This is an optimization exercise on Yosys and OpenROAD, whose aim is small area, not a production implementation.
RTL that was checked went through simulation tests only; none was proved equivalent to the original.
The RTL of runs 1 and 2 was laid out without a check of its function.
No activity file was given, so power comes from the tool's default toggle rates.

File: design/flow/flow/run.sh
#!/bin/bash
# The standard layout (the standard.sh, standard synthesis unchanged) with
# two arguments changed: ports are buffered with buf_1 instead of the default
# buffer, and CTS uses clkbuf_8 in clusters of at most 16 sinks, without
# dummy loads. make's full output goes to standard.log.
set -euo pipefail
export BUFFER_PORTS_ARGS="-buffer_cell sky130_fd_sc_hd__buf_1"
export CTS_ARGS="-sink_clustering_enable -repair_clock_nets -dont_use_dummy_load -buf_list sky130_fd_sc_hd__clkbuf_8 -sink_clustering_size 16 -sink_clustering_max_diameter 50"
bash standard.sh > standard.log 2>&1
File: design/flow/standard.sh
#!/bin/bash
# synth_recipe.tcl (not shown) runs the flow's synth.tcl, then flattens the netlist and writes it again
# the make line also repeats each setting of config.mk as NAME=value (left out here)
make -C /OpenROAD-flow-scripts/flow DESIGN_CONFIG=/design/flow/config.mk WORK_HOME=/design/flow/orfs CLKGATE_MAP_FILE= SYNTH_SCRIPT=/design/flow/synth_recipe.tcl "${@:-finish}"
File: design/flow/config.mk
export PLATFORM = sky130hd
export DESIGN_NAME = swb
export DESIGN_NICKNAME = swb
export VERILOG_FILES = /design/flow/design.v
export SDC_FILE = /design/flow/constraint.sdc
export NUM_CORES = 4
export LEC_CHECK = 0
export ABC_AREA = 1
export CAP_MARGIN = 0
export CORE_MARGIN = 2
export CORE_UTILIZATION = 70
export PLACE_DENSITY = 0.85
export SLEW_MARGIN = 0
File: design/flow/constraint.sdc
create_clock -name core_clock -period 25.0 [get_ports {clk}]
set_input_delay 5.0000 -clock core_clock [delete_from_list [all_inputs] [get_ports {clk}]]
set_output_delay 5.0000 -clock core_clock [all_outputs]
set_load 0.01 [all_outputs]
File: design/flow/design.v
module swb_fmt (
    input  wire [27:0] r,
    input  wire [4:0]  ci,        
    output reg  [27:0] a,         
    output wire [2:0]  ndig,
    input  wire [3:0]  idx,       
    output reg  [7:0]  chr
);
    integer k;
    always @(*) begin
        a = r;
        for (k = 0; k < 6; k = k + 1)
            if ((k == 0 || ci[4:2] >= k) && r[4*k+:4] >= 4'd5)
                a[4*k+:4] = r[4*k+:4] + 4'd3;
    end
    assign ndig = (r[27:24] != 4'd0) ? 3'd5 :
                  (r[23:20] != 4'd0) ? 3'd4 :
                  (r[19:16] != 4'd0) ? 3'd3 :
                  (r[15:12] != 4'd0) ? 3'd2 : 3'd1;
    wire [3:0] q = idx - {1'b0, ndig};
    wire [2:0] slot = q[3] ? {2'b00, ~q[0]} : 3'd0 - q[2:0];
    always @(*) begin
        case (idx)
            4'd0: chr = 8'h54;
            4'd1: chr = 8'h69;
            4'd2: chr = 8'h6D;
            4'd3: chr = 8'h65;
            4'd4: chr = 8'h72;
            4'd5: chr = 8'h3A;
            4'd6: chr = 8'h20;
            default: begin
                if (q == 4'd10)     chr = 8'h73;
                else if (q == 4'd7) chr = 8'h2E;
                else                chr = {4'h3, r[4*slot+:4]};
            end
        endcase
    end
endmodule
module swb_ctx #(
    parameter integer CYC_US = 2         
) (
    input  wire        clk,
    input  wire        rst,
    input  wire        sel_h,            
    input  wire        sel_l,            
    input  wire        i_start,          
    input  wire        h_start,
    input  wire        l_start,
    input  wire        i_run,            
    input  wire        h_run,
    input  wire        l_run,
    input  wire [3:0]  start_op,
    input  wire [8:0]  start_arg,
    input  wire [23:0] cval,             
    output reg         i_busy,           
    output reg         h_busy,
    output reg         l_busy,
    output wire [3:0]  str_idx,          
    input  wire [7:0]  str_chr,          
    output wire        bus_we,           
    output wire        bus_rs,
    output wire [3:0]  bus_d,
    output wire        e_we,             
    output wire        e_val,
    output wire        mark_we,          
    output wire [1:0]  mark_val
);
    localparam [3:0] OP_INIT = 4'h1, OP_WRNIB = 4'h2, OP_WRBYTE = 4'h3,
                     OP_WRCHAR = 4'h4, OP_WRSTR = 4'h5, OP_SETCUR = 4'h6,
                     OP_FNSET = 4'h7, OP_ENTRY = 4'h8, OP_DISPCTL = 4'h9,
                     OP_SHIFT = 4'hA, OP_CLEAR = 4'hB;
    localparam integer W_PWR = 15000, W_1 = 4100, W_2 = 100, W_37 = 37, W_CLR = 1520;
    localparam [14:0] E_NIB    = 15'd6,  E_BYTE = 15'd13;
    localparam [14:0] E_PWR    = W_PWR * CYC_US;
    localparam [14:0] E_NIB_1  = E_NIB + W_1 * CYC_US;
    localparam [14:0] E_NIB_2  = E_NIB + W_2 * CYC_US;
    localparam [14:0] E_NIB_37 = E_NIB + W_37 * CYC_US;
    localparam [14:0] E_B37    = E_BYTE + W_37 * CYC_US;
    localparam [14:0] E_BCLR   = E_BYTE + W_CLR * CYC_US;
    reg [3:0]  op;
    reg [8:0]  arg;
    reg [4:0]  i_pc, h_pc, l_pc;
    reg [11:0] i_c;
    reg [6:0]  h_c, l_c;
    reg        h_clr, l_clr;
    reg [27:0] h_r, l_r;
    wire        i_init = (op == OP_INIT);
    wire [14:0] i_cv   = {i_init ? arg[8:6] : 3'd0, i_c};
    wire [4:0]  h_pcv  = h_clr ? 5'd0 : h_pc;
    wire [11:0] h_cv   = {h_clr ? h_pc : 5'd0, h_c};
    wire [4:0]  l_pcv  = l_clr ? 5'd0 : l_pc;
    wire [11:0] l_cv   = {l_clr ? l_pc : 5'd0, l_c};
    wire        sel_i = ~sel_h & ~sel_l;
    wire        start = i_start | h_start | l_start;
    wire        run   = i_run | h_run | l_run;
    wire [4:0]  pc = sel_h ? h_pcv : sel_l ? l_pcv : i_pc;
    wire [14:0] c  = sel_h ? {3'd0, h_cv} : sel_l ? {3'd0, l_cv} : i_cv;
    wire [27:0] r  = sel_h ? h_r : l_r;
    wire [27:0] a;
    wire [2:0]  nd;
    wire [7:0]  t_chr;
    wire        cv = (pc == 5'd0) && c[14:5] == 10'd0 && c[4:3] != 2'b11;
    swb_fmt u_fmt (.r(r), .ci(c[4:0]), .a(a), .ndig(nd), .idx(str_idx), .chr(t_chr));
    wire [3:0] cop = sel_i ? op : OP_WRSTR;
    wire [4:0] len = sel_i ? arg[4:0] : 5'd11 + {2'd0, nd};
    wire [3:0] k1  = (len[4] || len[3:0] > 4'd8) ? 4'd8 : len[3:0];
    reg        is_nib, is_byte, rs, last;
    reg [7:0]  data;
    reg [14:0] cend;
    assign str_idx = (pc > 5'd9) ? pc[3:0] - 4'd2 : pc[3:0] - 4'd1;
    always @(*) begin
        is_nib  = 1'b0;
        is_byte = 1'b1;
        rs      = 1'b0;
        data    = 8'h00;
        cend    = E_B37;
        last    = 1'b1;
        case (cop)
            OP_INIT: begin
                last = (pc == 5'd10);
                case (pc)
                    5'd0:  begin is_byte = 1'b0; cend = 15'd0; end
                    5'd1:  begin is_byte = 1'b0; cend = E_PWR; end
                    5'd2:  begin is_byte = 1'b0; is_nib = 1'b1; data = 8'h03; cend = E_NIB_1; end
                    5'd3:  begin is_byte = 1'b0; is_nib = 1'b1; data = 8'h03; cend = E_NIB_2; end
                    5'd4:  begin is_byte = 1'b0; is_nib = 1'b1; data = 8'h03; cend = E_NIB_37; end
                    5'd5:  begin is_byte = 1'b0; is_nib = 1'b1; data = {7'd1, arg[2]}; cend = E_NIB; end
                    5'd6:  data = {3'b001, arg[2:0], 2'b00};
                    5'd7:  begin data = 8'h01; cend = E_BCLR; end
                    5'd8:  data = 8'h0C;
                    5'd9:  data = 8'h06;
                    default: begin is_byte = 1'b0; cend = 15'd0; end
                endcase
            end
            OP_WRNIB:   begin is_byte = 1'b0; is_nib = 1'b1; rs = arg[4]; data = {4'h0, arg[3:0]}; cend = E_NIB; end
            OP_WRBYTE:  begin rs = arg[8]; data = arg[7:0]; cend = E_BYTE; end
            OP_WRCHAR:  begin rs = 1'b1; data = arg[7:0]; end
            OP_SETCUR:  data = {1'b1, arg[8] ? (7'h40 + arg[6:0]) : arg[6:0]};
            OP_FNSET:   data = {3'b001, arg[2:0], 2'b00};
            OP_ENTRY:   data = {6'b000001, arg[1:0]};
            OP_DISPCTL: data = {5'b00001, arg[2:0]};
            OP_SHIFT:   data = {4'b0001, arg[1:0], 2'b00};
            OP_CLEAR:   begin data = 8'h01; cend = E_BCLR; end
            default: begin    
                last = (pc == len + 5'd1);
                if (pc == 5'd0) begin
                    data = 8'h01; cend = E_BCLR;
                end else if (pc == {1'b0, k1} + 5'd1) begin
                    data = 8'hC0;
                end else begin
                    rs = 1'b1; data = sel_i ? str_chr : t_chr;
                end
            end
        endcase
    end
    wire       ph   = (c[14:4] == 11'd0);
    wire [3:0] p    = c[3:0];
    wire       endc = ((c & cend) == cend);    
    assign bus_we   = run && ph && (is_nib || is_byte) && (p == 4'd0 || (is_byte && p == 4'd7));
    assign e_we     = run && ph && (is_nib || is_byte) &&
                      (p == 4'd1 || p == 4'd4 || (is_byte && (p == 4'd8 || p == 4'd11)));
    assign e_val    = ~p[2] & ~p[1];
    assign bus_rs   = rs;
    assign bus_d    = (is_byte && !p[0]) ? data[7:4] : data[3:0];
    assign mark_we  = run && !is_nib && !is_byte && (pc == 5'd0 || pc == 5'd10) && c == 15'd0;
    assign mark_val = (pc == 5'd0) ? 2'd1 : 2'd2;
    wire [4:0]  n_pc   = start ? 5'd0 : pc + 5'd1;
    wire [14:0] n_c    = (start || endc) ? 15'd0 : c + 15'd1;
    wire        n_busy = start || !(endc && last);
    wire [27:0] n_r    = start ? {cval, 4'd0} : {a[26:0], a[27]};
    wire        pc_we  = start || endc;
    wire        r_we   = start || cv;
    wire        clr_n  = start || (pc == 5'd0 && !endc);    
    always @(posedge clk) begin
        if (i_start) begin
            op  <= start_op;
            arg <= start_arg;
        end else if (i_run && i_init)
            arg[8:6] <= n_c[14:12];
        if (i_start || i_run) i_c <= n_c[11:0];
        if ((i_start || i_run) && pc_we) i_pc <= n_pc;
        if (h_start || h_run) begin
            h_clr <= clr_n;
            h_c   <= n_c[6:0];
            if (clr_n)      h_pc <= n_c[11:7];
            else if (pc_we) h_pc <= n_pc;
        end
        if (l_start || l_run) begin
            l_clr <= clr_n;
            l_c   <= n_c[6:0];
            if (clr_n)      l_pc <= n_c[11:7];
            else if (pc_we) l_pc <= n_pc;
        end
        if ((h_start || h_run) && r_we) h_r <= n_r;
        if ((l_start || l_run) && r_we) l_r <= n_r;
        if (rst) begin
            i_busy <= 1'b0;
            h_busy <= 1'b0;
            l_busy <= 1'b0;
        end else begin
            if (i_start || i_run) i_busy <= n_busy;
            if (h_start || h_run) h_busy <= n_busy;
            if (l_start || l_run) l_busy <= n_busy;
        end
    end
endmodule
module swb #(
    parameter integer CYC_US   = 2,      
    parameter integer TICK_CYC = 1250    
) (
    input  wire        clk,
    input  wire        rst,
    input  wire        req_valid,
    input  wire [15:0] req_word,
    output wire        req_ready,
    input  wire        sb_we,
    input  wire [3:0]  sb_addr,
    input  wire [7:0]  sb_wdata,
    input  wire        reg_we,
    input  wire [3:0]  reg_addr,
    input  wire [31:0] reg_wdata,
    output reg  [31:0] reg_rdata,
    input  wire        ss_pin,
    input  wire        rst_pin,
    output reg         lcd_rs,
    output wire        lcd_rw,
    output reg         lcd_e,
    output reg  [3:0]  lcd_d
);
    localparam PRESSED_SS = 1'b0, PRESSED_RST = 1'b0;
    localparam [1:0] SES_UNINIT = 2'd0, SES_READY = 2'd2;
    localparam [3:0] OP_INIT = 4'h1, OP_WRSTR = 4'h5;
    localparam [3:0] H_IDLE = 4'd0, H0 = 4'd1, H1 = 4'd2, H1B = 4'd3, H2 = 4'd4,
                     H3 = 4'd5, H4 = 4'd6, H5 = 4'd7, H6 = 4'd8, H7 = 4'd9, H8 = 4'd10;
    localparam [3:0] L_IDLE = 4'd0, L0 = 4'd1, L1 = 4'd2, L2 = 4'd3, L3 = 4'd4,
                     L4 = 4'd5, L5 = 4'd6, L6 = 4'd7, L7 = 4'd8;
    localparam [3:0] R_ICON = 4'd0, R_IFLG = 4'd1, R_TMR = 4'd2, R_STAT = 4'd3,
                     R_ETCNT = 4'd4;
    reg [1:0]  session;
    reg [3:0]  hst, lst;
    reg        run;
    reg [31:0] n_et;
    reg [3:0]  tmr;
    reg [10:0] pre;
    reg        tmr_if, tmr_ie;
    reg        ss_if, rst_if, ss_ie, rst_ie, ss_edg, rst_edg;
    reg        ss_prev, rst_prev;
    reg [7:0]  strbuf [0:15];
    wire in_high = (hst != H_IDLE);
    wire in_low  = (lst != L_IDLE);
    wire req_high = (ss_if & ss_ie) | (tmr_if & tmr_ie & run);
    wire req_low  = rst_if & rst_ie;
    wire disp_h   = req_high & ~in_high;
    wire disp_l   = ~req_high & req_low & ~in_low & ~in_high;
    wire step     = ~disp_h & ~disp_l;
    wire step_h   = step & in_high;
    wire step_l   = step & ~in_high & in_low;
    wire step_i   = step & ~in_high & ~in_low;
    wire        i_busy, h_busy, l_busy;
    wire [3:0]  i_idx;
    wire        c_bwe, c_rs, c_ewe, c_e, c_mwe;
    wire [3:0]  c_d;
    wire [1:0]  c_m;
    wire [3:0]  r_op  = req_word[15:12];
    wire [11:0] r_arg = req_word[11:0];
    reg         r_ok;
    always @(*) begin
        case (r_op)
            4'h1, 4'h7, 4'h9: r_ok = (r_arg[11:3] == 9'd0);
            4'h2:             r_ok = (r_arg[11:5] == 7'd0);
            4'h3, 4'h6:       r_ok = (r_arg[11:9] == 3'd0);
            4'h4:             r_ok = (r_arg[11:8] == 4'd0);
            4'h5:             r_ok = (r_arg[11:8] == 4'd0) && (r_arg[7:0] <= 8'd16);
            4'h8, 4'hA:       r_ok = (r_arg[11:2] == 10'd0);
            4'hB:             r_ok = (r_arg == 12'd0);
            default:          r_ok = 1'b0;
        endcase
        if (r_op == OP_INIT) r_ok = r_ok && (session == SES_UNINIT);
        else                 r_ok = r_ok && (session == SES_READY);
    end
    assign req_ready = step_i & ~i_busy;
    wire   accept    = req_ready & req_valid;
    wire   i_start   = accept & r_ok;
    wire   i_run = step_i & i_busy;
    wire   h_run = step_h & h_busy;      
    wire   l_run = step_l & l_busy;      
    wire push_ok = (session == SES_READY);
    wire h_start = step_h & (hst == H6) & push_ok;
    wire l_start = step_l & (lst == L3) & push_ok;
    wire [23:0] cval = (n_et > 32'd9999999) ? 24'd9999999 : n_et[23:0];
    swb_ctx #(.CYC_US(CYC_US)) u_ctx (
        .clk(clk), .rst(rst), .sel_h(in_high), .sel_l(in_low),
        .i_start(i_start), .h_start(h_start), .l_start(l_start),
        .i_run(i_run), .h_run(h_run), .l_run(l_run),
        .start_op(r_op), .start_arg(r_arg[8:0]), .cval(cval),
        .i_busy(i_busy), .h_busy(h_busy), .l_busy(l_busy),
        .str_idx(i_idx), .str_chr(strbuf[i_idx]),
        .bus_we(c_bwe), .bus_rs(c_rs), .bus_d(c_d), .e_we(c_ewe), .e_val(c_e),
        .mark_we(c_mwe), .mark_val(c_m));
    assign lcd_rw = 1'b0;
    always @(posedge clk) begin
        if (rst) begin
            lcd_rs  <= 1'b0;
            lcd_d   <= 4'h0;
            lcd_e   <= 1'b0;
            session <= SES_UNINIT;
        end else begin
            if (c_bwe) begin lcd_rs <= c_rs; lcd_d <= c_d; end
            if (c_ewe) lcd_e <= c_e;
            if (c_mwe) session <= c_m;
        end
    end
    always @(posedge clk) begin
        if (sb_we && !i_busy)
            strbuf[sb_addr] <= sb_wdata;
    end
    wire ss_edge  = (ss_pin != ss_prev) && (ss_pin == ss_edg);
    wire rst_edge = (rst_pin != rst_prev) && (rst_pin == rst_edg);
    function [10:0] lfsr_after;
        input integer n;
        integer i;
        begin
            lfsr_after = 11'd1;
            for (i = 0; i < n; i = i + 1)
                lfsr_after = {lfsr_after[9:0], lfsr_after[10] ^ lfsr_after[8]};
        end
    endfunction
    localparam [10:0] PRE_LAST = lfsr_after(TICK_CYC - 1);
    wire tick     = (pre == PRE_LAST);
    wire wrap     = tick && (tmr == 4'hF);
    wire host_w   = reg_we;
    always @(posedge clk) begin
        if (rst) begin
            hst <= H_IDLE;
            lst <= L_IDLE;
            run <= 1'b0;
            tmr <= 4'd0;
            pre <= 11'd1;
            tmr_if <= 1'b0; tmr_ie <= 1'b0;
            ss_if <= 1'b0; rst_if <= 1'b0;
            ss_ie <= 1'b0; rst_ie <= 1'b0;
            ss_edg <= 1'b0; rst_edg <= 1'b0;
            ss_prev <= ss_pin; rst_prev <= rst_pin;
        end else begin
            ss_prev  <= ss_pin;
            rst_prev <= rst_pin;
            pre <= tick ? 11'd1 : {pre[9:0], pre[10] ^ pre[8]};
            if (host_w) begin
                case (reg_addr)
                    R_ICON: begin
                        ss_ie <= reg_wdata[0]; rst_ie <= reg_wdata[1]; tmr_ie <= reg_wdata[2];
                        ss_edg <= reg_wdata[4]; rst_edg <= reg_wdata[5];
                    end
                    R_IFLG: begin
                        if (!reg_wdata[0]) ss_if  <= 1'b0;
                        if (!reg_wdata[1]) rst_if <= 1'b0;
                        if (!reg_wdata[2]) tmr_if <= 1'b0;
                    end
                    default: ;
                endcase
            end
            if (step_l && lst == L2)          tmr <= 4'd0;
            else if (host_w && reg_addr == R_TMR) tmr <= reg_wdata[3:0];
            else if (tick)                    tmr <= tmr + 4'd1;
            if (disp_h) hst <= H0;
            if (disp_l) lst <= L0;
            if (step_h) begin
                case (hst)
                    H0: hst <= (ss_if & ss_ie) ? H1 : H4;
                    H1: begin
                        if (!run) begin tmr_if <= 1'b0; hst <= H1B; end
                        else      begin run <= 1'b0;    hst <= H2;  end
                    end
                    H1B: begin run <= 1'b1; hst <= H2; end
                    H2: if (ss_pin != PRESSED_SS) hst <= H3;
                    H3: begin ss_if <= 1'b0; hst <= H4; end
                    H4: hst <= (tmr_if & tmr_ie & run) ? H5 : H8;
                    H5: begin
                        tmr_if <= 1'b0;
                        hst <= H6;
                    end
                    H6: hst <= H7;
                    H7: if (!h_busy) hst <= H8;
                    default: hst <= H_IDLE;
                endcase
            end
            if (step_l) begin
                case (lst)
                    L0: lst <= (rst_if & rst_ie) ? L1 : L7;
                    L1: lst <= L2;
                    L2: lst <= L3;
                    L3: lst <= L4;
                    L4: if (!l_busy) lst <= L5;
                    L5: if (rst_pin != PRESSED_RST) lst <= L6;
                    L6: begin rst_if <= 1'b0; lst <= L7; end
                    default: lst <= L_IDLE;
                endcase
            end
            if (ss_edge)  ss_if  <= 1'b1;
            if (rst_edge) rst_if <= 1'b1;
            if (wrap)     tmr_if <= 1'b1;
        end
    end
    wire [32:0] n_inc = {1'b0, n_et} + 33'd1;
    always @(posedge clk) begin
        if (rst || (step_l && lst == L1))
            n_et <= 32'd0;
        else if (step_h && hst == H5 && !n_inc[32])
            n_et <= n_inc[31:0];
        else if (host_w && reg_addr == R_ETCNT)
            n_et <= reg_wdata;
    end
    always @(*) begin
        case (reg_addr)
            R_ICON:  reg_rdata = {24'd0, 1'b0, 1'b1, rst_edg, ss_edg, 1'b0, tmr_ie, rst_ie, ss_ie};
            R_IFLG:  reg_rdata = {29'd0, tmr_if, rst_if, ss_if};
            R_TMR:   reg_rdata = {28'd0, tmr};
            R_STAT:  reg_rdata = {25'd0, rst_pin, ss_pin, in_high, in_low, run, session};
            R_ETCNT: reg_rdata = n_et;
            default: reg_rdata = 32'd0;
        endcase
    end
endmodule
==> results of run 1 <==
==> placed cells by master, fill, tap and decap left out, types with 12 or more instances in the layout <==
master	n
nand2_1	406
nor2_1	298
inv_1	289
edfxtp_1	240
nand3_1	156
o21ai_0	130
buf_1	109
a21oi_1	98
dfxtp_1	77
nor3_1	46
nand4_1	36
xor2_1	35
clkbuf_8	35
o21ai_1	34
ha_1	32
or2_2	16
inv_2	15
mux2i_1	14
buf_4	13
nor4_1	12
a221oi_1	12
==> kinds of logic (layout without fill, tap and decap cells) <==
family / count (synthesis) / count (layout) / share of synthesized area [%]
AOI/OAI and AO/OA: 377 / 377 / 12.5
xor gates and xnor gates: 44 / 44 / 2.14
adders and majority gates: 33 / 33 / 2.33
buffers and inverters: 374 / 466 / 8.36
DFF: 317 / 317 / 48.5
muxes: 14 / 14 / 0.777
other: 1 / 1 / 0.0208
and+or+nand+nor: 1030 / 1030 / 25.3
==> metal layers <==
| layer | vias up | wire length [µm] |
|---|---|---|
| met3 | 109 | 4210 |
| li1 | 7564 | - |
| met5 | - | 0 |
| met2 | 829 | 22300 |
| met1 | 7342 | 19000 |
| met4 | 0 | 1560 |
==> flip-flops by register name, indices dropped and copies added (netlist names), 4 cells and up <==
register and cells:
u_ctx.i_pc 5, u_ctx.h_c 7, tmr 4, hst 4, u_ctx.op 4, u_ctx.h_r 28
u_ctx.l_c 7, u_ctx.l_pc 5, n_et 32, u_ctx.i_c 12, lst 4, u_ctx.h_pc 5
lcd_d 4, u_ctx.arg 9, u_ctx.l_r 28, pre 11, strbuf 128
==> power by group <==
part	internal (mW)	switching [mW]	leakage (nW)	total, mW
Combinational	0.0383	0.0950	4.48	0.133
Sequential	0.572	0.00280	2.79	0.575
Clock	0.125	0.169	0.252	0.293
==> final cells by class <==
type	instances	area (µm²)
sequential	317	8750
multi-input combinational	1499	7780
fill	1886	6160
inverter	309	1160
timing repair buffer	122	507
clock buffer	35	482
tap	330	413
==> worst min path at each step <==
stage,end,cells after the start,start
2_1_floorplan,pre[5],2,pre[4]
3_5_place_dp,pre[5],2,pre[4]
5_1_grt,pre[1],2,pre[0]
4_1_cts,pre[5],2,pre[4]
6_report,pre[5],2,pre[4]
3_3_place_gp,pre[6],2,pre[5]
==> metrics by stage <==
stage	utilization [%]	hold slack, ns	total power, mW	instances
after floorplan	-	0.408	0.678	2190
after global placement	73.7	0.416	0.712	2577
after detailed placement	73.7	0.423	0.716	2577
after CTS	75.6	0.439	0.997	2612
after global routing	75.6	0.459	1.04	2612
final	75.6	0.435	1.00	2612
==> critical path, stage by stage <==
cell      delay, ns
buf_1          0.12
nor2_1         0.06
inv_1          0.07
nor3_1         0.06
inv_1          0.68
o22ai_1        0.17
a221oi_1       0.25
o21ai_0        0.14
buf_1          0.15
==> impl_metrics.json, run 1 <==
{
  "async_flop_share_pct": 0,
  "max_cap_viol_count": 0,
  "grt_use_total_pct": 34.7,
  "fp.dieH_um": 164,
  "synth-edff-count": 240,
  "startpoint": "reg_addr[0]",
  "synthToLayoutAreaGrowth_pct": 5.91,
  "hold_class": "flip-flop to flip-flop",
  "syn_area_per_cell_um2": 8.23,
  "yosysTopAreaCell": "edfxtp_1",
  "seq_area_frac_synth_pct": 48.5,
  "finalCritPeriodShare_pct": 46.8,
  "fin_area_um2": 19100,
  "route.vias.total": 15800,
  "yosysUniqueCellTypes": 69,
  "fp.coreArea_um2": 25300,
  "met3_usage_pct": 5.37,
  "finalHoldViolCount": 0,
  "antenna_found_initial": 0,
  "portBuffers": 109,
  "drt-total-wl_mm": 47.1,
  "cts_max_path_buffers": 3,
  "ys_ff_latch": 317,
  "synth_top_area_share_pct": 40.0,
  "numCtsBuffers": 35,
  "crit_fanout": 31,
  "htreeDepth": 2,
  "vdd_ir_drop_max_mv": 0.0687,
  "grt_max_degree": 56,
  "clock_latency_ns": 0.56,
  "place_area_um2": 18600,
  "dp_hpwl_mm": 33.5,
  "drt_iter0_drc": 1772,
  "worstSetupEndpoint": "reg_rdata[2]",
  "viasPerCell": 6.07,
  "synthCells": 2190,
  "wl_per_cell_um": 18.0,
  "clkTransAtPathRegs_ns": 0.09,
  "r2r_end": "lcd_d[0]",
  "reg2reg_slack_ns": 18.95,
  "setup-tns-final_ns": 0,
  "tightest_slew_ns": 0.998,
  "nNetsFinal": 2388,
  "critPathKind": "input pin to primary output",
  "grt_setup_unrepaired": "false",
  "cts_hold_buf": 0,
  "r2r_cells": 35,
  "start_util_pct": 71.4,
  "cts_root_buf": "clkbuf_8",
  "synth-main-ff-cell": "edfxtp_1",
  "tritoncts": "built",
  "dr.pass1.iters": 8,
  "crit_path_end_kind": "primary output",
  "use_met1_pct": 46.3,
  "diodes": 0,
  "grt_pass1_vias": 14700,
  "chipWidth_um": 164,
  "io_pins": 111,
  "status": "timing/DRC/antenna clean",
  "cp.required_ns": 20.00,
  "yosysWarnings": 3,
  "grt_pass1_wl_mm": 73.8,
  "synth_nets": 2294,
  "gp_congestion": 0.953,
  "synth_area_leaders": "edfxtp_1 (40%), dfxtp_1 (8.5%), nand2_1 (8.5%)",
  "grt_util_met2_pct": 57.9,
  "fin_skew_ns": 0.0708,
  "dieArea_um2": 27100,
  "setup_viol": 0,
  "fmax_mhz": 85.4,
  "cts_resized": 0,
  "worst_slack_ns": 13.29,
  "drc": 0,
  "arrival_ns": 6.71,
  "timing.rr.start": "hst[3]",
  "power.density_nw_per_um2": 52.5,
  "crit_path_start_kind": "input pin",
  "yosysMostFrequentCell": "nand2_1",
  "dp_slack_ns": 13.30,
  "cts.sinks": 317,
  "rows": 58,
  "min_period_ns": 11.71,
  "drtAntennaViolNets": 0,
  "syn_area_um2": 18000,
  "slew_headroom_pct": 33.2,
  "drive_gt1_share_pct": 5.78,
  "grt_overflow": 0,
  "cts_setup_buffers": 0,
  "slew_violations": 0,
  "grt-busiest-layer": "met2",
  "ys_top_cells_by_count": "nand2_1 (406), nor2_1 (300), inv_1 (289)",
  "leakagePower_nw": 7.52
}
==> inputs of run 2 (changes only) <==
==> design/flow/flow/run.sh (replaced) <==
#!/bin/bash
# The standard layout (the standard.sh, standard synthesis unchanged) with
# two arguments changed: ports are buffered with buf_1 instead of the default
# buffer, and CTS uses clkbuf_4 and clkbuf_8 in clusters of at most 10 sinks, without
# dummy loads. make's full output goes to standard.log.
set -euo pipefail
export BUFFER_PORTS_ARGS="-buffer_cell sky130_fd_sc_hd__buf_1"
export CTS_ARGS="-sink_clustering_enable -repair_clock_nets -dont_use_dummy_load -buf_list {sky130_fd_sc_hd__clkbuf_4 sky130_fd_sc_hd__clkbuf_8} -sink_clustering_size 10 -sink_clustering_max_diameter 40"
bash standard.sh > standard.log 2>&1
--- a/design/flow/config.mk
+++ b/design/flow/config.mk
@@ -8,6 +8,6 @@
 export ABC_AREA = 1
-export CAP_MARGIN = 0
+export CAP_MARGIN = 10
 export CORE_MARGIN = 2
-export CORE_UTILIZATION = 70
-export PLACE_DENSITY = 0.85
-export SLEW_MARGIN = 0
+export CORE_UTILIZATION = 55
+export PLACE_DENSITY = 0.7
+export SLEW_MARGIN = 10
==> run 2 against run 1 <==
Still clean. Clock power up 17%. Wire length is 2.6% higher. Global-route usage fell by 6.6 points. Register-to-register slack improved by 0.07 ns. Sequential cell count unchanged. Non-clock buffer count unchanged. Hold slack got worse by 0.0026 ns. Die area rose by 27%. Power is 5.1% higher. Critical endpoint unchanged. Largest cell class unchanged.
==> impl_metrics.json, run 2 <==
{
  "drt_iter0_drc": 1405,
  "min_period_ns": 11.69,
  "muxShareOfSynthArea_pct": 0.777,
  "route.vias.total": 15600,
  "wl_per_cell_um": 17.7,
  "instances_no_fill": 2735,
  "arrival_ns": 6.69,
  "dp_slack_ns": 13.33,
  "cts_max_path_buffers": 3,
  "fin_skew_ns": 0.0753,
  "io_pins": 111,
  "crit_path_start_kind": "input pin",
  "finalCritPeriodShare_pct": 46.7,
  "cts_root_buf": "clkbuf_8",
  "async_flop_share_pct": 0,
  "fillerInstances": 2985,
  "syn_area_per_cell_um2": 8.23,
  "dr.pass1.iters": 6,
  "critPathKind": "input pin to primary output",
  "numCtsBuffers": 46,
  "comb_power_share_pct": 12.6,
  "cts_setup_buffers": 0,
  "grt_overflow": 0,
  "yosysUniqueCellTypes": 69,
  "synth-edff-count": 240,
  "layout_commonest_cell": "nand2_1",
  "setup-tns-final_ns": 0,
  "portBuffers": 109,
  "largest_register": "strbuf",
  "setup_viol": 0,
  "crit_path_end_kind": "primary output",
  "cp.required_ns": 20.00,
  "drive_gt1_share_pct": 6.24,
  "hold_class": "flip-flop to flip-flop",
  "chipWidth_um": 185,
  "synth-main-ff-cell": "edfxtp_1",
  "vdd_ir_drop_max_mv": 0.0482,
  "slew_violations": 0,
  "synth_top_area_share_pct": 40.0,
  "max_cap_viol_count": 0,
  "gp_congestion": 0.927,
  "grt_use_total_pct": 28.1,
  "synth_compound_area_share_pct": 12.5,
  "nNetsFinal": 2399,
  "finalPower_mw": 1.05,
  "tightest_slew_ns": 0.991,
  "power.density_nw_per_um2": 54.3,
  "seq_area_frac_synth_pct": 48.5,
  "cts_hold_buf": 0,
  "tritoncts": "built",
  "status": "timing/DRC/antenna clean",
  "ys_ff_latch": 317,
  "htreeDepth": 2,
  "syn_area_um2": 18000,
  "clock_latency_ns": 0.61,
  "drtAntennaViolNets": 0,
  "synth_top_family_by_area": "simple AND/OR/NAND/NOR gates",
  "grt_max_degree": 56,
  "synthXorXnorAreaFrac_pct": 2.14,
  "reg_top3": "strbuf: 128 flops, n_et: 32 flops",
  "viasPerCell": 5.71,
  "pwr-share-clk_pct": 32.7,
  "fp.dieH_um": 185,
  "synthToLayoutAreaGrowth_pct": 7.52,
  "synth_area_leaders": "edfxtp_1 (40%), dfxtp_1 (8.5%), nand2_1 (8.5%)",
  "p_sw_share_pct": 26.6,
  "synth_nets": 2294,
  "start_util_pct": 55.7,
  "yosysMostFrequentCell": "nand2_1",
  "diodes": 0,
  "fp.coreArea_um2": 32400,
  "synthAdderAreaFrac_pct": 2.33,
  "synthCells": 2190,
  "yosysTopAreaCell": "edfxtp_1",
  "ys_top_cells_by_count": "nand2_1 (406), nor2_1 (300), inv_1 (289)",
  "leakagePower_nw": 7.60,
  "grt_pass1_vias": 14600,
  "drc": 0,
  "power.share.sequential_pct": 54.7,
  "dp_cells": 2689,
  "yosysWarnings": 3,
  "switching_power_uw": 280,
  "antenna_found_initial": 1,
  "slew_headroom_pct": 33.9,
  "cts.sinks": 317,
  "dieArea_um2": 34200,
  "dp_hpwl_mm": 34.5,
  "fmax_mhz": 85.6,
  "clkTransAtPathRegs_ns": 0.07,
  "cts_resized": 0,
  "p_int_uw": 773,
  "largest_reg_flops": 128,
  "rows": 66,
  "synthSimpleGateAreaFrac_pct": 25.3,
  "final_util_pct": 59.9,
  "grt_setup_unrepaired": "false",
  "worst_slack_ns": 13.31,
  "grt_pass1_wl_mm": 75.5,
  "mostFrequentLayoutCells": "nand2_1 (406), nor2_1 (298), inv_1 (289)",
  "crit_fanout": 31,
  "finalHoldViolCount": 0,
  "drt-total-wl_mm": 48.3
}
run 2: power by group through the flow:
stage / Sequential (mW) / Clock [mW] / Combinational, mW
finish: 0.576 / 0.344 / 0.133
CTS: 0.576 / 0.351 / 0.131
detailed placement: 0.587 / 0 / 0.131
global route: 0.576 / 0.371 / 0.148
floorplan: 0.586 / 0 / 0.0923
global placement: 0.586 / 0 / 0.128
run 2: cells by family (layout without fill, tap and decap cells):
| family | after synthesis | in the layout |
|---|---|---|
| AND/OR/NAND/NOR | 1030 | 1030 |
| AO/OA/AOI/OAI | 377 | 377 |
| buffers and inverters | 374 | 477 |
| flip-flops | 317 | 317 |
| XOR/XNOR | 44 | 44 |
| adder cells (fa/ha/maj) | 33 | 33 |
| multiplexers | 14 | 14 |
| other | 1 | 1 |
run 2: path summary, 6_finish.rpt:
kind	cells past startpoint	endpoint	slack [ns]	start
hold / removal	2	pre[6]	0.43	pre[5]
setup reg to reg	36	lcd_d[1]	19.02	hst[0]
hold reg to reg	2	pre[6]	0.43	pre[5]
setup / recovery	9	reg_rdata[2]	13.31	reg_addr[0]
run 2: stage by stage:
stage                     area, µm²  hold WS (ns)
final                         19400         0.433
after global routing          19400         0.456
after CTS                     19400         0.438
after detailed placement      18800         0.423
after global placement        18800         0.417
after floorplan               18000         0.408
run 2: metal layers:
layer  wire length (µm)  vias to the layer above  track usage (%)  part of all wire (%)
li1                   -                     7596                -                     -
met1              20900                     7401             37.1                    43
met2              22900                      516             47.1                    47
met3               2860                      106             4.25                   5.9
met4               1640                        0             10.6                   3.4
met5                  0                        -                0                     0
run 2: worst max-delay path, stage by stage:
cell,delay (ns)
buf_1,0.12
nor2_1,0.06
inv_1,0.07
nor3_1,0.06
inv_1,0.67
o22ai_1,0.15
a221oi_1,0.26
o21ai_0,0.13
buf_1,0.14
run 2: cell type report:
cell class              instances  area (µm²)  area share (%)
clock buffers                  46         633            3.27
multi-input cells            1499        7780            40.1
flip-flops and latches        317        8750            45.1
repair buffers                122         507            2.61
inverters                     309        1160            6.00
well taps                     442         553            2.85
==> inputs of run 3 (changes only) <==
--- a/design/flow/design.v
+++ b/design/flow/design.v
@@ -19,4 +19,4 @@
                   (r[15:12] != 4'd0) ? 3'd2 : 3'd1;
-    wire [3:0] q = idx - {1'b0, ndig};
-    wire [2:0] slot = q[3] ? {2'b00, ~q[0]} : 3'd0 - q[2:0];
+    wire [3:0] e = 4'd10 + {1'b0, ndig} - idx;
+    wire [2:0] slot = (e == 4'd1) ? 3'd0 : (e == 4'd2) ? 3'd1 : e[2:0] - 3'd2;
     always @(*) begin
@@ -31,4 +31,4 @@
             default: begin
-                if (q == 4'd10)     chr = 8'h73;
-                else if (q == 4'd7) chr = 8'h2E;
+                if (e == 4'd0)      chr = 8'h73;
+                else if (e == 4'd3) chr = 8'h2E;
                 else                chr = {4'h3, r[4*slot+:4]};
==> design/flow/flow/run.sh (replaced) <==
#!/bin/bash
# The standard layout (the standard.sh, standard synthesis unchanged) with
# two arguments changed: ports are buffered with buf_1 instead of the default
# buffer, and CTS uses clkbuf_8 in clusters of at most 16 sinks, without
# dummy loads. make's full output goes to standard.log.
set -euo pipefail
export BUFFER_PORTS_ARGS="-buffer_cell sky130_fd_sc_hd__buf_1"
export CTS_ARGS="-sink_clustering_enable -repair_clock_nets -dont_use_dummy_load -buf_list sky130_fd_sc_hd__clkbuf_8 -sink_clustering_size 16 -sink_clustering_max_diameter 50"
bash standard.sh > standard.log 2>&1
==> run 3 against run 2 <==
Still clean on timing, DRC and antenna. Final area is 2.9% lower. Sequential share of layout area is 1.3 points higher. Critical path depth stayed put. Hold slack better by 0.00077 ns. Maximum frequency is 0.17% higher. Worst setup slack better by 0.020 ns. Critical path type unchanged. Largest cell class unchanged. Highest routed layer is now met5.
==> impl_metrics.json, run 3 <==
{
  "status": "timing/DRC/antenna clean",
  "arrival_ns": 6.67,
  "drtAntennaViolNets": 0,
  "numCtsBuffers": 34,
  "cts_setup_buffers": 0,
  "grt_max_degree": 43,
  "mostFrequentLayoutCells": "nand2_1 (433), nor2_1 (299), inv_1 (277)",
  "syn_area_um2": 17600,
  "grt_setup_unrepaired": "false",
  "gp_congestion": 0.969,
  "synthToLayoutAreaGrowth_pct": 6.83,
  "setup-tns-final_ns": 0,
  "chipWidth_um": 183,
  "grt_pass1_vias": 14400,
  "cts_resized": 0,
  "wl_per_cell_um": 19.3,
  "finalCritPeriodShare_pct": 46.7,
  "cts_hold_buf": 0,
  "dieArea_um2": 33500,
  "synth-edff-count": 240,
  "drt-total-wl_mm": 51.0,
  "largest_register": "strbuf",
  "reg2reg_slack_ns": 18.64,
  "tritoncts": "built",
  "route.vias.total": 15300,
  "leakagePower_nw": 7.32,
  "finalHoldViolCount": 0,
  "fp.coreArea_um2": 31600,
  "dp_hpwl_mm": 37.0,
  "hold_class": "flip-flop to flip-flop",
  "synthCells": 2140,
  "crit_path_start_kind": "input pin",
  "cts.sinks": 317,
  "yosysWarnings": 3,
  "slew_violations": 0,
  "fp.dieH_um": 183,
  "vdd_ir_drop_max_mv": 0.0558,
  "synth_nets": 2242,
  "ys_ff_latch": 317,
  "cp.required_ns": 20.00,
  "power.density_nw_per_um2": 67.7,
  "dp_cells": 2607,
  "layout_commonest_cell": "nand2_1",
  "synth-main-ff-cell": "edfxtp_1",
  "ys_top_cells_by_count": "nand2_1 (433), nor2_1 (301), inv_1 (277)",
  "dr.pass1.iters": 6,
  "fin_skew_ns": 0.0755,
  "fillerInstances": 2872,
  "crit_path_end_kind": "primary output",
  "instances_no_fill": 2641,
  "drc": 0,
  "cts_max_path_buffers": 3,
  "grt_overflow": 0,
  "clock_latency_ns": 0.57,
  "yosysMostFrequentCell": "nand2_1",
  "yosysUniqueCellTypes": 63,
  "reg_top3": "strbuf: 128 flops, n_et: 32 flops",
  "async_flop_share_pct": 0,
  "portBuffers": 109,
  "crit_fanout": 32,
  "fmax_mhz": 85.7,
  "slew_headroom_pct": 33.3,
  "cts_root_buf": "clkbuf_8",
  "largest_reg_flops": 128,
  "seq_area_frac_synth_pct": 49.6,
  "clkTransAtPathRegs_ns": 0.09,
  "io_pins": 111,
  "grt_pass1_wl_mm": 78.3,
  "synth_area_leaders": "edfxtp_1 (41%), nand2_1 (9.2%), dfxtp_1 (8.7%)",
  "diodes": 0,
  "max_cap_viol_count": 0,
  "setup_viol": 0,
  "synth_top_area_share_pct": 40.9,
  "syn_area_per_cell_um2": 8.24,
  "viasPerCell": 5.80,
  "grt_use_total_pct": 30.2,
  "yosysTopAreaCell": "edfxtp_1",
  "min_period_ns": 11.67,
  "nNetsFinal": 2343,
  "antenna_found_initial": 1,
  "start_util_pct": 55.9,
  "tightest_slew_ns": 0.997,
  "drive_gt1_share_pct": 5.90,
  "htreeDepth": 2,
  "critPathKind": "input pin to primary output",
  "drt_iter0_drc": 1306,
  "rows": 65,
  "final_util_pct": 59.7
}
-- run 3: changes by cell type after synthesis, moves of 9 or more --
cell     delta
a21oi_1     +9
a31oi_1    +11
inv_1      -12
mux2i_1    -12
nand2_1    +27
nand3_1    -39
nor3_1     +11
o21ai_0    -16
o21ai_1    -24
xor2_1     +13
-- run 3: logic make-up after synthesis --
kind of cell	after synthesis	share of synthesized area, %
fa+ha+maj	31	2.24
buf+inv	354	7.95
mux	4	0.241
compound gates	350	11.9
simple gates	1028	25.2
xor+xnor	55	2.73
flops	317	49.6
other cells	1	0.0213
-- run 3: where the power goes --
part	leakage, nW	internal (mW)	switching, mW
logic	4.28	0.114	0.286
registers	2.79	0.581	0.00299
clock network	0.244	0.122	0.170
total	7.32	0.816	0.459
-- run 3: path summary, 6_finish.rpt --
path | to | from | depth (start not counted)
setup reg to reg | lcd_d[2] | hst[0] | 29
hold reg to reg | pre[2] | pre[1] | 2
hold / removal | pre[2] | pre[1] | 2
setup / recovery | reg_rdata[1] | reg_addr[0] | 9
-- run 3: metrics by stage --
step | hold WS, ns | worst slack (ns) | area [µm²] | total power [mW]
after floorplan | 0.408 | 14.01 | 17600 | 0.874
after global placement | 0.414 | 13.40 | 18400 | 0.980
after detailed placement | 0.424 | 13.36 | 18400 | 0.987
after CTS | 0.434 | 13.35 | 18800 | 1.27
after global routing | 0.462 | 13.08 | 18800 | 1.34
final | 0.433 | 13.33 | 18800 | 1.28
-- run 3: worst max-delay path: stages --
cell and delay [ns]:
buf_1 0.12, nor2_1 0.06, inv_1 0.06, nor3_1 0.05
inv_1 0.66, o22ai_1 0.18, a221oi_1 0.22, o21ai_0 0.15
buf_1 0.15
-- run 3: final cells by class --
type | count | area, µm² | share of cell area (%)
flip-flops and latches | 317 | 8750 | 46.5
multi-input cells | 1469 | 7490 | 39.8
inverters | 298 | 1130 | 5.98
well taps | 402 | 503 | 2.67
repair buffers | 121 | 499 | 2.65
clock buffers | 34 | 468 | 2.48
-- run 3: per-layer routing --
layer	track usage, %	vias up	wire length, µm
li1	-	7362	-
met1	41.5	7254	22000
met2	48.9	593	23400
met3	4.51	113	3830
met4	10.7	2	1690
met5	0	-	12
==> inputs of run 4 (changes only) <==
--- a/design/flow/design.v
+++ b/design/flow/design.v
@@ -403,3 +403,4 @@
     end
-    wire [32:0] n_inc = {1'b0, n_et} + 33'd1;
+    wire        n_inc_en = step_h && hst == H5;
+    wire [32:0] n_sum    = {1'b0, n_et} + {32'd0, n_inc_en};
     always @(posedge clk) begin
@@ -407,6 +408,6 @@
             n_et <= 32'd0;
-        else if (step_h && hst == H5 && !n_inc[32])
-            n_et <= n_inc[31:0];
-        else if (host_w && reg_addr == R_ETCNT)
+        else if (host_w && reg_addr == R_ETCNT && (!n_inc_en || n_sum[32]))
             n_et <= reg_wdata;
+        else
+            n_et <= n_sum[31:0] | {32{n_sum[32]}};
     end
==> run 4 against run 3 <==
Largest power group unchanged. Clock power grew 3%. Utilization grew 0.43 points. Highest routed layer unchanged. Non-clock buffer count shrank 1. Combinational power grew 9.2%. Synthesized area shrank 2.4%. Cell count shrank 5.8%. Register-to-register slack lost 0.60 ns. Power grew 4.0%.
==> impl_metrics.json, run 4 <==
{
  "synth-edff-count": 240,
  "clock_latency_ns": 0.58,
  "grt_max_degree": 49,
  "max_cap_viol_count": 0,
  "largest_register": "strbuf",
  "grt_pass1_vias": 13900,
  "muxShareOfSynthArea_pct": 1.47,
  "hold_start": "pre[5]",
  "power.density_nw_per_um2": 72.0,
  "fin_skew_ns": 0.0584,
  "vdd_ir_drop_max_mv": 0.0550,
  "route.vias.total": 14400,
  "ys_ff_latch": 317,
  "finalHoldViolCount": 0,
  "arrival_ns": 6.81,
  "yosysMostFrequentCell": "nand2_1",
  "critPathKind": "input pin to primary output",
  "yosysUniqueCellTypes": 70,
  "synthXorXnorAreaFrac_pct": 2.55,
  "synth_area_leaders": "edfxtp_1 (42%), dfxtp_1 (9.0%), nand2_1 (7.6%)",
  "crit_path_end_kind": "primary output",
  "portBuffers": 109,
  "setup_viol": 0,
  "instances_no_fill": 2489,
  "grt_setup_unrepaired": "false",
  "async_flop_share_pct": 0,
  "io_pins": 111,
  "antenna_found_initial": 1,
  "cp.required_ns": 20.00,
  "grt_overflow": 0,
  "clkTransAtPathRegs_ns": 0.08,
  "drt-total-wl_mm": 47.7,
  "hold_end": "pre[6]",
  "cts_setup_buffers": 0,
  "synth_compound_area_share_pct": 12.3,
  "fmax_mhz": 84.7,
  "tightest_slew_ns": 1.06,
  "synthCells": 1988,
  "chipWidth_um": 181,
  "synth_top_family_by_area": "simple AND/OR/NAND/NOR gates",
  "nNetsFinal": 2198,
  "status": "timing/DRC/antenna clean",
  "viasPerCell": 5.80,
  "slowest_stage": "inv_1",
  "fin_area_um2": 18400,
  "seq_area_frac_synth_pct": 50.9,
  "synth_nets": 2091,
  "ys_top_cells_by_count": "nand2_1 (349), inv_1 (268), nor2_1 (264)",
  "htreeDepth": 2,
  "cpPeakStageDelay_ns": 0.49,
  "cp_cell_sequence": "buf_1 > nor2_1 > inv_1 > nor3_1 > inv_1 > o22ai_1 > a221oi_1 > o21ai_0 > buf_1",
  "rows": 64,
  "finalCritPeriodShare_pct": 47.2,
  "gp_congestion": 0.980,
  "synthSimpleGateAreaFrac_pct": 22.8,
  "synthAdderAreaFrac_pct": 2.37,
  "numCtsBuffers": 36,
  "syn_area_um2": 17200,
  "yosysWarnings": 3,
  "synth_top_area_share_pct": 41.9,
  "wl_per_cell_um": 19.2,
  "synthToLayoutAreaGrowth_pct": 7.18,
  "setup-tns-final_ns": 0,
  "drive_gt1_share_pct": 5.73,
  "dp_hpwl_mm": 34.6,
  "dp_cells": 2453,
  "reg_top3": "strbuf: 128 flops, n_et: 32 flops",
  "grt_pass1_wl_mm": 75.1,
  "hold_class": "flip-flop to flip-flop",
  "reg2reg_slack_ns": 18.04,
  "grt_use_total_pct": 29.0,
  "dr.pass1.iters": 6,
  "mostFrequentLayoutCells": "nand2_1 (349), inv_1 (268), nor2_1 (264)",
  "layout_commonest_cell": "nand2_1",
  "cts_hold_buf": 0,
  "r2r_cells": 35,
  "dieArea_um2": 32700,
  "slew_violations": 0,
  "cts_max_path_buffers": 3,
  "tritoncts": "built",
  "r2r_end": "lcd_d[1]",
  "crit_path_start_kind": "input pin",
  "fillerInstances": 2762,
  "cts.sinks": 317,
  "drt_iter0_drc": 1606,
  "fp.coreArea_um2": 30700,
  "timing.rr.start": "hst[0]",
  "drc": 0,
  "drtAntennaViolNets": 0,
  "leakagePower_nw": 6.99,
  "min_period_ns": 11.81,
  "synth-main-ff-cell": "edfxtp_1",
  "fp.dieH_um": 181,
  "syn_area_per_cell_um2": 8.65,
  "slew_headroom_pct": 29.1,
  "largest_reg_flops": 128,
  "yosysTopAreaCell": "edfxtp_1",
  "place_area_um2": 17900,
  "start_util_pct": 56.1,
  "holdPathStages": 2,
  "cts_resized": 0,
  "crit_fanout": 29,
  "diodes": 0,
  "cts_root_buf": "clkbuf_8"
}
## run 4: cell types whose count changed after synthesis, moves of 11 or more
cell      before  now
nand2_1      433  349
nor2_1       301  264
a21oi_1      107   75
mux2i_1        2   23
o22ai_1        6   19
nand3_1      117  105
a311oi_1       1   12
## run 4: worst max-delay path, delay by kind of cell
| kind | cells | cell delay, ns |
|---|---|---|
| buf+inv | 4 | 0.82 |
| simple gates | 2 | 0.51 |
| compound gates | 3 | 0.47 |
## run 4: per-layer routing
metal | part of all wire [%] | wire length [µm] | GRT usage [%]
met3 | 7.6 | 3620 | 5.79
met5 | 0.027 | 13 | 0
met4 | 3.1 | 1460 | 9.84
met1 | 43 | 20500 | 39.5
met2 | 46 | 22100 | 46.6
## run 4: kinds of logic after synthesis
| logic type | Yosys count |
|---|---|
| compound gates | 339 |
| xor+xnor | 50 |
| fa+ha+maj | 32 |
| buf+inv | 332 |
| flops | 317 |
| mux | 25 |
| other cells | 1 |
| simple gates | 892 |
## run 4: worst max path at each step
stage                startpoint            end  slack [ns]  cells past startpoint
finish              reg_addr[0]   reg_rdata[2]       13.19                      9
global route        reg_addr[0]   reg_rdata[2]       12.93                      9
CTS                 reg_addr[0]   reg_rdata[2]       13.18                      9
detailed placement  reg_addr[0]   reg_rdata[2]       13.19                      9
global placement    reg_addr[0]   reg_rdata[2]       13.28                      9
floorplan           reg_addr[0]  reg_rdata[10]       13.88                      7
## run 4: where the power goes
part	leakage, nW	switching [mW]	internal, mW	total (mW)
sequential	2.79	0.00398	0.586	0.590
clock	0.259	0.171	0.128	0.300
combinational	3.94	0.309	0.128	0.437
## run 4: area by class of cell
class | count | area, µm² | area share [%]
Timing Repair Buffer | 120 | 492 | 2.67
Inverter | 281 | 1060 | 5.76
Clock buffer | 36 | 495 | 2.69
Sequential cell | 317 | 8750 | 47.5
Multi-Input combinational cell | 1339 | 7140 | 38.7
Tap cell | 396 | 495 | 2.69
## run 4: per-stage QoR
stage	hold slack (ns)	worst slack, ns	total power [mW]	utilization, %
6_report	0.426	13.19	1.33	60.1
5_1_grt	0.455	12.93	1.40	60.1
4_1_cts	0.426	13.18	1.32	60.1
3_5_place_dp	0.418	13.19	1.03	58.5
3_3_place_gp	0.418	13.28	1.02	58.5
2_1_floorplan	0.408	13.88	0.907	-
==> inputs of run 5 (changes only) <==
==> design/flow/flow/run.sh (replaced) <==
#!/bin/bash
# The standard layout (the standard.sh, standard synthesis unchanged) with
# two arguments changed: ports are buffered with buf_1 instead of the default
# buffer, and CTS uses clkbuf_8 in clusters of at most 22 sinks, without
# dummy loads. make's full output goes to standard.log.
set -euo pipefail
export BUFFER_PORTS_ARGS="-buffer_cell sky130_fd_sc_hd__buf_1"
export CTS_ARGS="-sink_clustering_enable -repair_clock_nets -dont_use_dummy_load -buf_list sky130_fd_sc_hd__clkbuf_8 -sink_clustering_size 22 -sink_clustering_max_diameter 45"
bash standard.sh > standard.log 2>&1
==> run 5 against run 4 <==
Final area is 0.15% higher. Synthesized area stayed put. Clock skew is 0.024 ns higher. Sequential power hardly changed. Wire length is 0.30% higher. Critical path depth stayed put. Via count is 0.62% higher. Critical endpoint unchanged. Highest routed layer unchanged.
==> impl_metrics.json, run 5 <==
{
  "yosysUniqueCellTypes": 70,
  "cp_cell_sequence": "buf_1 > nor2_1 > inv_1 > nor3_1 > inv_1 > o22ai_1 > a221oi_1 > o21ai_0 > buf_1",
  "drive_gt1_share_pct": 5.82,
  "synth-main-ff-cell": "edfxtp_1",
  "largest_register": "strbuf",
  "drtAntennaViolNets": 0,
  "cts_setup_buffers": 0,
  "crit_fanout": 29,
  "dp_hpwl_mm": 34.6,
  "synth_compound_area_share_pct": 12.3,
  "io_pins": 111,
  "clkTransAtPathRegs_ns": 0.09,
  "vdd_ir_drop_max_mv": 0.0591,
  "finalCritPeriodShare_pct": 47.3,
  "ys_ff_latch": 317,
  "syn_area_um2": 17200,
  "synth_nets": 2091,
  "worst_slack_ns": 13.18,
  "grt_util_met2_pct": 47.0,
  "power.density_nw_per_um2": 72.3,
  "layout_commonest_cell": "nand2_1",
  "reg2reg_slack_ns": 18.14,
  "async_flop_share_pct": 0,
  "fp.coreArea_um2": 30700,
  "syn_area_per_cell_um2": 8.65,
  "htreeDepth": 2,
  "slowest_stage": "inv_1",
  "synth-edff-count": 240,
  "leakagePower_nw": 7.00,
  "nNetsFinal": 2200,
  "max_cap_viol_count": 0,
  "synth_top_area_share_pct": 41.9,
  "setup_viol": 0,
  "slew_headroom_pct": 29.4,
  "dieArea_um2": 32700,
  "fillerInstances": 2780,
  "synthSimpleGateAreaFrac_pct": 22.8,
  "yosysMostFrequentCell": "nand2_1",
  "gp_congestion": 0.980,
  "synth_area_leaders": "edfxtp_1 (42%), dfxtp_1 (9.0%), nand2_1 (7.6%)",
  "yosysTopAreaCell": "edfxtp_1",
  "slew_violations": 0,
  "synthCells": 1988,
  "yosysWarnings": 3,
  "ys_top_cells_by_count": "nand2_1 (349), inv_1 (268), nor2_1 (264)",
  "cts_root_buf": "clkbuf_8",
  "chipWidth_um": 181,
  "cp.required_ns": 20.00,
  "cts_hold_buf": 0,
  "mostFrequentLayoutCells": "nand2_1 (349), inv_1 (268), nor2_1 (264)",
  "synthToLayoutAreaGrowth_pct": 7.34,
  "portBuffers": 109,
  "drt-total-wl_mm": 47.9,
  "grt_pass1_wl_mm": 75.1,
  "fin_skew_ns": 0.0822,
  "crit_path_end_kind": "primary output",
  "tritoncts": "built",
  "cts_resized": 0,
  "crit_path_start_kind": "input pin",
  "crit_buf_inv": 4,
  "grt_overflow": 0,
  "grt_max_degree": 49,
  "route.vias.total": 14500,
  "setup-tns-final_ns": 0,
  "final_util_pct": 60.2,
  "start_util_pct": 56.1,
  "drc": 0,
  "drt_iter0_drc": 1576,
  "diodes": 0,
  "muxShareOfSynthArea_pct": 1.47,
  "synth_top_family_by_area": "simple AND/OR/NAND/NOR gates",
  "tightest_slew_ns": 1.06,
  "clock_latency_ns": 0.58,
  "viasPerCell": 5.83,
  "arrival_ns": 6.82,
  "cpPeakStageDelay_ns": 0.50,
  "reg_top3": "strbuf: 128 flops, n_et: 32 flops",
  "dp_slack_ns": 13.19,
  "numCtsBuffers": 38,
  "met3_usage_pct": 5.08,
  "fp.dieH_um": 181,
  "grt_pass1_vias": 13900,
  "grt_use_total_pct": 28.9,
  "seqCellArea_um2": 8750,
  "cts.sinks": 317,
  "status": "timing/DRC/antenna clean",
  "synthAdderAreaFrac_pct": 2.37,
  "grt-busiest-layer": "met2",
  "antenna_found_initial": 1,
  "min_period_ns": 11.82,
  "synthXorXnorAreaFrac_pct": 2.55,
  "wl_per_cell_um": 19.2,
  "whs_ns": 0.426,
  "grt_setup_unrepaired": "false",
  "multi_input_area_um2": 7140,
  "use_met1_pct": 39.5,
  "hold_class": "flip-flop to flip-flop",
  "rows": 64,
  "largest_reg_flops": 128,
  "dr.pass1.iters": 6,
  "fmax_mhz": 84.6,
  "critical-path-top-delay-family": "buffers and inverters",
  "finalHoldViolCount": 0,
  "seq_area_frac_synth_pct": 50.9,
  "cts_max_path_buffers": 3,
  "critPathKind": "input pin to primary output"
}
## run 5: cell counts after synthesis
No cell type changed its count.
## run 5: logic make-up (layout without fill, tap and decap cells)
kind of cell / count (synthesis) / in the layout
adders and majority gates: 32 / 32
other: 1 / 1
xor gates and xnor gates: 50 / 50
DFF: 317 / 317
and+or+nand+nor: 892 / 892
AOI/OAI and AO/OA: 339 / 339
buffers and inverters: 332 / 439
muxes: 25 / 25
## run 5: per-layer routing
layer,up-vias,wire length (µm)
met2,594,22300
met5,-,13
met4,2,1480
li1,6973,-
met1,6845,20400
met3,116,3630
## run 5: layout make-up
class	instances	area share (%)
clock buffer	38	2.83
inverter	281	5.75
multi-input combinational	1339	38.7
sequential	317	47.4
tap	396	2.68
timing repair buffer	120	2.66
## run 5: path summary, 6_finish.rpt
check / startpoint / endpoint / depth (start not counted)
setup / recovery: reg_addr[0] / reg_rdata[2] / 9
hold reg to reg: pre[5] / pre[6] / 2
hold / removal: pre[5] / pre[6] / 2
setup reg to reg: hst[3] / lcd_d[1] / 35
## run 5: power by group
group	internal [mW]	total, mW	switching (mW)	leakage [nW]
Combinational	0.128	0.437	0.308	3.94
Sequential	0.586	0.590	0.00397	2.79
Clock	0.135	0.307	0.172	0.273
## run 5: through the flow
step | cells | instance area, µm² | power [mW]
finish | 2491 | 18500 | 1.33
global route | 2491 | 18500 | 1.40
CTS | 2491 | 18500 | 1.33
detailed placement | 2453 | 17900 | 1.03
global placement | 2453 | 17900 | 1.02
floorplan | 1988 | 17200 | 0.907
## run 5: worst min-delay path, cell delays in order, from the launching register on
cell	delay [ns]
dfxtp_1	0.31
inv_1	0.04
nor2_1	0.03
==> inputs of run 6 (changes only) <==
==> design/flow/flow/run.sh (replaced) <==
#!/bin/bash
# The standard layout (the standard.sh, standard synthesis unchanged) with
# two arguments changed: ports are buffered with buf_1 instead of the default
# buffer, and CTS uses clkbuf_16 in clusters of at most 20 sinks, without
# dummy loads. make's full output goes to standard.log.
set -euo pipefail
export BUFFER_PORTS_ARGS="-buffer_cell sky130_fd_sc_hd__buf_1"
export CTS_ARGS="-sink_clustering_enable -repair_clock_nets -dont_use_dummy_load -buf_list sky130_fd_sc_hd__clkbuf_16 -sink_clustering_size 20 -sink_clustering_max_diameter 100"
bash standard.sh > standard.log 2>&1
==> run 6 against run 5 <==
Still clean. Cell count shrank 0.76%. Sequential power is essentially flat. Maximum frequency is essentially flat. Critical path depth is the same. Clock-buffer cell count shrank 19. Clock power shrank 2%.
==> impl_metrics.json, run 6 <==
{
  "seqCellArea_um2": 8750,
  "clkTransAtPathRegs_ns": 0.08,
  "reg_top3": "strbuf: 128 flops, n_et: 32 flops",
  "synthCells": 1988,
  "rows": 64,
  "chipWidth_um": 181,
  "portBuffers": 109,
  "status": "timing/DRC/antenna clean",
  "fp.dieH_um": 181,
  "drt-total-wl_mm": 47.5,
  "arrival_ns": 6.83,
  "cpPeakStageDelay_ns": 0.50,
  "syn_area_um2": 17200,
  "slew_violations": 0,
  "drtAntennaViolNets": 0,
  "reg2reg_slack_ns": 18.11,
  "synthToLayoutAreaGrowth_pct": 7.06,
  "start_util_pct": 56.1,
  "drc": 0,
  "slew_headroom_pct": 30.0,
  "dr.pass1.iters": 6,
  "grt-busiest-layer": "met2",
  "crit_fanout": 29,
  "largest_reg_flops": 128,
  "fillerInstances": 2770,
  "synth-edff-count": 240,
  "cp.required_ns": 20.00,
  "drive_gt1_share_pct": 4.96,
  "io_pins": 111,
  "crit_path_start_kind": "input pin",
  "max_cap_viol_count": 0,
  "dp_hpwl_mm": 34.6,
  "seq_area_frac_synth_pct": 50.9,
  "multi_input_area_um2": 7140,
  "cp_cell_sequence": "buf_1 > nor2_1 > inv_1 > nor3_1 > inv_1 > o22ai_1 > a221oi_1 > o21ai_0 > buf_1",
  "leakagePower_nw": 6.96,
  "cts.sinks": 317,
  "yosysTopAreaCell": "edfxtp_1",
  "yosysUniqueCellTypes": 70,
  "yosysWarnings": 3,
  "holdPathStages": 2,
  "mostFrequentLayoutCells": "nand2_1 (349), inv_1 (268), nor2_1 (264)",
  "cts_setup_buffers": 0,
  "r2r_end": "lcd_d[1]",
  "tritoncts": "built",
  "hold_start": "pre[9]",
  "diodes": 0,
  "vdd_ir_drop_max_mv": 0.0525,
  "grt_max_degree": 49,
  "cts_root_buf": "clkbuf_16",
  "fin_area_um2": 18400,
  "tightest_slew_ns": 1.05,
  "grt_pass1_wl_mm": 74.4,
  "finalCritPeriodShare_pct": 47.3,
  "power.density_nw_per_um2": 72.0,
  "min_period_ns": 11.83,
  "yosysMostFrequentCell": "nand2_1",
  "wl_per_cell_um": 19.2,
  "setup-tns-final_ns": 0,
  "clock_latency_ns": 0.53,
  "grt_pass1_vias": 13700,
  "ys_top_cells_by_count": "nand2_1 (349), inv_1 (268), nor2_1 (264)",
  "cts_resized": 0,
  "crit_path_end_kind": "primary output",
  "layout_commonest_cell": "nand2_1",
  "critPathKind": "input pin to primary output",
  "cts_hold_buf": 0,
  "grt_setup_unrepaired": "false",
  "fmax_mhz": 84.5,
  "place_area_um2": 17900,
  "cts_max_path_buffers": 3,
  "grt_use_total_pct": 28.6,
  "grt_overflow": 0,
  "gp_congestion": 0.980,
  "hold_end": "pre[10]",
  "finalHoldViolCount": 0,
  "syn_area_per_cell_um2": 8.65,
  "async_flop_share_pct": 0,
  "fin_skew_ns": 0.0313,
  "synth-main-ff-cell": "edfxtp_1",
  "met3_usage_pct": 4.13,
  "use_met1_pct": 39.7,
  "synth_area_leaders": "edfxtp_1 (42%), dfxtp_1 (9.0%), nand2_1 (7.6%)",
  "route.vias.total": 14400,
  "nNetsFinal": 2181,
  "antenna_found_initial": 2,
  "slowest_stage": "inv_1",
  "r2r_cells": 35,
  "timing.rr.start": "hst[0]",
  "fp.coreArea_um2": 30700,
  "ys_ff_latch": 317,
  "setup_viol": 0,
  "grt_util_met2_pct": 46.2,
  "dieArea_um2": 32700,
  "hold_class": "flip-flop to flip-flop",
  "htreeDepth": 1,
  "synth_top_area_share_pct": 41.9,
  "numCtsBuffers": 19,
  "drt_iter0_drc": 1553,
  "synth_nets": 2091,
  "largest_register": "strbuf",
  "viasPerCell": 5.83
}
==> run 6: cell counts after synthesis <==
Identical to the previous run, type by type.
==> run 6: power breakdown <==
group	internal, mW	switching (mW)	total [mW]
Clock	0.136	0.165	0.300
Sequential	0.585	0.00395	0.589
Combinational	0.128	0.308	0.437
Total	0.850	0.477	1.33
==> run 6: metal layers <==
| layer | part of all wire, % | wire, µm | vias up |
|---|---|---|---|
| met5 | 0.057 | 27 | - |
| met2 | 46 | 22000 | 552 |
| met3 | 6.8 | 3240 | 94 |
| met4 | 3.1 | 1490 | 4 |
| met1 | 44 | 20700 | 6819 |
| li1 | - | - | 6936 |
==> run 6: cell families after synthesis <==
family	Yosys count	share of synthesized area (%)
compound gates	339	12.3
xor+xnor	50	2.55
fa+ha+maj	32	2.37
buf+inv	332	7.67
flops	317	50.9
mux	25	1.47
other cells	1	0.0218
simple gates	892	22.8
==> run 6: critical path, delay by kind of cell <==
family / cells / cell delay [ns]
buf+inv: 4 / 0.83
simple gates: 2 / 0.51
compound gates: 3 / 0.48
==> run 6: area by class of cell <==
class | count | area share [%]
flip-flops and latches | 317 | 47.5
multi-input cells | 1339 | 38.8
inverters | 281 | 5.77
well taps | 396 | 2.69
repair buffers | 120 | 2.67
clock buffers | 19 | 2.58
==> run 6: stage by stage <==
stage	setup WS [ns]	hold slack, ns	power [mW]	cells	util (%)
finish	13.17	0.422	1.33	2472	60.0
global route	12.93	0.448	1.39	2472	60.0
floorplan	13.88	0.408	0.907	1988	-
global placement	13.28	0.418	1.02	2453	58.5
CTS	13.18	0.421	1.32	2472	60.0
detailed placement	13.19	0.418	1.03	2453	58.5
==> run 6: worst max path at each step <==
stage          slack (ns)  cells past startpoint             to         from
4_1_cts             13.18                      9   reg_rdata[2]  reg_addr[0]
3_5_place_dp        13.19                      9   reg_rdata[2]  reg_addr[0]
6_report            13.17                      9   reg_rdata[2]  reg_addr[0]
3_3_place_gp        13.28                      9   reg_rdata[2]  reg_addr[0]
5_1_grt             12.93                      9   reg_rdata[2]  reg_addr[0]
2_1_floorplan       13.88                      7  reg_rdata[10]  reg_addr[0]

afterwards: timing with drivers on the ports:
How much do the figures lean on ideal ports? The routed layouts below were timed once more, with nothing changed but the port constraints. Step 1 sets driving cells, clkbuf_16 on the clock port and buf_2 on the other inputs (assumed; they add their load-dependent delay and slew). Step 2 also shifts input and output timing later by t, the mid clock arrival at the registers, as if the neighbouring blocks saw the same clock. Slacks: ideal ports / drivers / drivers and shift; pairs: ideal ports / drivers.
run | t, ns | setup WS [ns] | worst register clock-pin slew, ns | worst data-port slew with drivers (ns) | cell pins on the clock port's net
run 1 | 0.574 | 13.292 / 13.267 / 13.267 | 0.10 / 0.10 | 0.04 | 1
run 2 | 0.627 | 13.313 / 13.281 / 13.281 | 0.07 / 0.07 | 0.05 | 1
run 3 | 0.584 | 13.334 / 13.311 / 13.311 | 0.10 / 0.10 | 0.07 | 1
run 4 | 0.596 | 13.191 / 13.169 / 13.169 | 0.10 / 0.10 | 0.06 | 1
run 5 | 0.590 | 13.177 / 13.156 / 13.156 | 0.10 / 0.10 | 0.06 | 1
run 6 | 0.566 | 13.170 / 13.149 / 13.149 | 0.09 / 0.09 | 0.07 | 1
After both steps every run listed still meets setup and hold. For run 2, which loses most, drivers alone change the setup slack by -0.032 ns; drivers and shift together by -0.032 ns.
